Source: an optimization exercise on an open RTL-to-GDS flow (aim: small area, a short achievable clock period and few clock cycles). Production flows keep margins and buffers that such runs may drop.
RTL that was checked went through simulation tests only; none was proved equivalent to the original.
Power figures rest on the tool's default switching activity, not on a simulated workload.

== build 28 ==
## osi_cfs
module osi_cfs (
    input  wire         clk,
    input  wire         rst,
    input  wire         cmd_valid,
    output wire         cmd_ready,
    input  wire [43:0]  cmd_word,
    output reg          rsp_valid,
    output reg  [2:0]   rsp_code,
    output wire [255:0] rsp_data
);
Size in the first run: roughly 7000 cells after synthesis, ~4600 flip-flops, about 310 I/O pins, roughly 110000 um2 of cells after synthesis.
clock: 5.0 ns
lec_check: 0
abc_clock_period_in_ps: 2400
cap_margin: 20
core_margin: 2
core_utilization: 60
cts_cluster_diameter: 80
cts_cluster_size: 24
place_density: 0.75
setup_slack_margin: 2.6
slew_margin: 20
standard.sh (not shown) runs the stock make flow with config.mk's settings and CLKGATE_MAP_FILE= SYNTH_SCRIPT=/design/flow/synth_recipe.tcl, a recipe that flattens the netlist after the stock synthesis.
==> flow/flow/run.sh <==
#!/bin/bash
# Layout: the standard flow (standard.sh) unchanged, except that
#  - the port buffers ORFS inserts at placement are buf_4 cells instead of
#    the default delay-buffer cells, and
#  - clock tree synthesis inserts no dummy loads (same clustering settings as
#    config.mk's CTS_CLUSTER_SIZE / CTS_CLUSTER_DIAMETER).
# The full make output goes to flow_make.log.
set -euo pipefail
bash standard.sh "BUFFER_PORTS_ARGS=-buffer_cell sky130_fd_sc_hd__buf_4" \
  "CTS_ARGS=-sink_clustering_enable -repair_clock_nets -sink_clustering_size 24 -sink_clustering_max_diameter 80 -dont_use_dummy_load" \
  finish > flow_make.log 2>&1
Testbench counts of build 28, summed over its fixed seeds: cycles 35,930.
Input changes introduced in build 38 (baseline for comparison: build 28):
Settings: swapping 24 for 28 in CTS_CLUSTER_SIZE; swapping 60 for 65 in CORE_UTILIZATION; swapping 0.75 for 0.8 in PLACE_DENSITY.
==> flow/flow/run.sh <==
#!/bin/bash
# Layout: the standard flow (standard.sh) unchanged, except that
#  - the port buffers ORFS inserts at placement are buf_8 cells instead of
#    the default delay-buffer cells, and
#  - clock tree synthesis inserts no dummy loads (same clustering settings as
#    config.mk's CTS_CLUSTER_SIZE / CTS_CLUSTER_DIAMETER).
# The full make output goes to flow_make.log.
set -euo pipefail
bash standard.sh "BUFFER_PORTS_ARGS=-buffer_cell sky130_fd_sc_hd__buf_8" \
  "CTS_ARGS=-sink_clustering_enable -repair_clock_nets -sink_clustering_size 28 -sink_clustering_max_diameter 80 -dont_use_dummy_load" \
  finish > flow_make.log 2>&1
## What came out
Build 38 vs build 28, routed wire length went up by 8.6%. Across both runs, wire length of the first global-routing pass was higher for build 38 than for build 28. Build 28 → build 38: sequential standard cell area about even, worst endpoint required time went down 0.11 ns, total global-route track usage rose by 4.7 points, count of input and output buffers neither gained nor lost much, worst hold slack saw little to no change. As far as net load switching power is concerned, build 38 and build 28 perform about the same. Delta (build 38 minus build 28): chip height lost about 4%, CTS buffer count lost 28.
Edits applied to the flow inputs when going from build 38 to build 85:
Settings: a change of CORE_UTILIZATION from 65 to 60; a change of PLACE_DENSITY from 0.8 to 0.75; a change of CTS_CLUSTER_SIZE from 28 to 24.
==> flow/flow/run.sh <==
#!/bin/bash
# Layout: the standard flow (standard.sh) unchanged, except that the
# port buffers ORFS inserts at placement are buf_8 cells instead of the
# default delay-buffer cells. The full make output goes to flow_make.log.
set -euo pipefail
bash standard.sh "BUFFER_PORTS_ARGS=-buffer_cell sky130_fd_sc_hd__buf_8" finish > flow_make.log 2>&1
[summary]
- Build 38 → build 85: combinational power went up, share of post-route cells with drive strength above 1 picked up an extra 1.2 points, share of cell area taken by flip-flops and latches now smaller.
- Total length of routed met2 wires | build 85 below build 38
- Build 38 has a lower time the final worst path needs with I/O delays and setup than build 85.
- Build 85 vs build 38: first-iteration DRC count down by a few percent
- Of build 85 and build 38, the lower internal power belongs to build 38.
- Diff build 85 and build 38: met2 global-route usage lower in build 85
#### Input delta (build 57 over build 85)
Settings: swapping 2.6 for 2.8 in SETUP_SLACK_MARGIN; swapping 2400 for 2200 in ABC_CLOCK_PERIOD_IN_PS.
==> flow/flow/run.sh <==
#!/bin/bash
# Layout: the standard flow (standard.sh) unchanged, except that
#  - the port buffers ORFS inserts at placement are buf_8 cells instead of
#    the default delay-buffer cells, and
#  - clock tree synthesis inserts no dummy loads (same clustering settings as
#    config.mk's CTS_CLUSTER_SIZE / CTS_CLUSTER_DIAMETER).
# The full make output goes to flow_make.log.
set -euo pipefail
bash standard.sh "BUFFER_PORTS_ARGS=-buffer_cell sky130_fd_sc_hd__buf_8" \
  "CTS_ARGS=-sink_clustering_enable -repair_clock_nets -sink_clustering_size 24 -sink_clustering_max_diameter 80 -dont_use_dummy_load" \
  finish > flow_make.log 2>&1
### Flow results
For build 85 and build 57, there was not a single run that failed to finish clean.
[build 57 vs build 85] final-layout worst hold slack: higher in build 57
Delta (build 57 minus build 85): portion of total power attributed to sequential cells rose 1.1 points; post-route clock period utilization about even; actual slew at the worst max-slew pin fell 0.32 ns; number of vias per cell after detailed routing rose about 0.9%.

* * *

Setup of run a:
osi_cfs, a different RTL version from the one above (not shown whole).
Size: roughly 6900 cells after synthesis, about 310 I/O pins.
export LEC_CHECK = 0
export ABC_CLOCK_PERIOD_IN_PS = 2400
export CAP_MARGIN = 20
export CORE_MARGIN = 2
export CORE_UTILIZATION = 60
export CTS_CLUSTER_DIAMETER = 80
export CTS_CLUSTER_SIZE = 24
export PLACE_DENSITY = 0.75
export SETUP_SLACK_MARGIN = 2.6
export SLEW_MARGIN = 20
create_clock -name core_clock -period 5.0 [get_ports {clk}]
run.sh (not shown) runs the stock make flow with config.mk's settings and CLKGATE_MAP_FILE= SYNTH_SCRIPT=/design/flow/synth_recipe.tcl, a recipe that flattens the netlist after the stock synthesis.
Stock flow here: none of the scripts above is used.
Run a has completed all stages; timing, DRC and antenna checks passed.
diff inputs: run a => run b
==> flow/flow/run.sh (new file) <==
#!/bin/bash
# Layout: the standard flow (standard.sh) unchanged, except that the
# port buffers ORFS inserts at placement are buf_8 cells instead of the
# default delay-buffer cells. The full make output goes to flow_make.log.
set -euo pipefail
bash standard.sh "BUFFER_PORTS_ARGS=-buffer_cell sky130_fd_sc_hd__buf_8" finish > flow_make.log 2>&1
==> flow/standard.sh (new file) <==
#!/bin/bash
# synth_recipe.tcl (not shown) runs the flow's synth.tcl, then flattens the netlist and writes it again
# the make line also repeats each setting of config.mk as NAME=value (left out here)
make -C /OpenROAD-flow-scripts/flow DESIGN_CONFIG=/design/flow/config.mk WORK_HOME=/design/flow/orfs CLKGATE_MAP_FILE= SYNTH_SCRIPT=/design/flow/synth_recipe.tcl "${@:-finish}"
removed: flow/run.sh
Notes after the runs:
- Run b: flow completed, timing, DRC and antenna clean
- Run a finished all stages; the layout is clean.
- Share of power burned in combinational logic: run b vs run a — no meaningful difference
- Against run a, run b reports a number of gates resized after cts that is lower.
- There was hardly any difference in area of the die between run b and run a.
- Compared with run a, run b shows a lower final clock period utilization by the worst path.
Function was not checked in any run of this note: the RTL went through the layout flow alone.

==> what the ideal ports hide <==
Ports are ideal in the flow. The routed layouts listed here were re-timed in OpenROAD. Step 1 (the two cells are an assumption about what drives the block):
set clk [get_ports {clk}]
set_driving_cell -lib_cell sky130_fd_sc_hd__clkbuf_16 $clk
set_driving_cell -lib_cell sky130_fd_sc_hd__buf_2 [delete_from_list [all_inputs] $clk]
Step 2 times the ports against the registers' clock, not the clock port: input delays grow and output delays shrink by t, the midpoint of the rising clock arrivals with the driver on. a / b / c = ideal ports / drivers / drivers and shift; a / b = the first two.
| run | shift t [ns] | slack for setup (ns) | worst hold slack (ns) |
|---|---|---|---|
| build 28 | 0.940 | 2.528 / 2.486 / 1.716 | 0.261 / 0.219 / 0.269 |
| build 38 | 0.904 | 2.535 / 2.523 / 1.759 | 0.264 / 0.257 / 0.264 |
| build 85 | 0.965 | 2.528 / 2.434 / 1.895 | 0.240 / 0.199 / 0.276 |
| build 57 | 0.917 | 2.526 / 2.436 / 1.812 | 0.268 / 0.238 / 0.268 |
| run a | 0.980 | 1.649 / 1.649 / 1.649 | 0.301 / 0.301 / 0.301 |
| run b | 0.972 | 2.037 / 2.037 / 1.747 | 0.215 / 0.184 / 0.280 |
After both steps setup and hold are still met in every run listed. For build 28, which loses most, drivers alone change the setup slack by -0.042 ns; drivers and shift together by -0.812 ns.
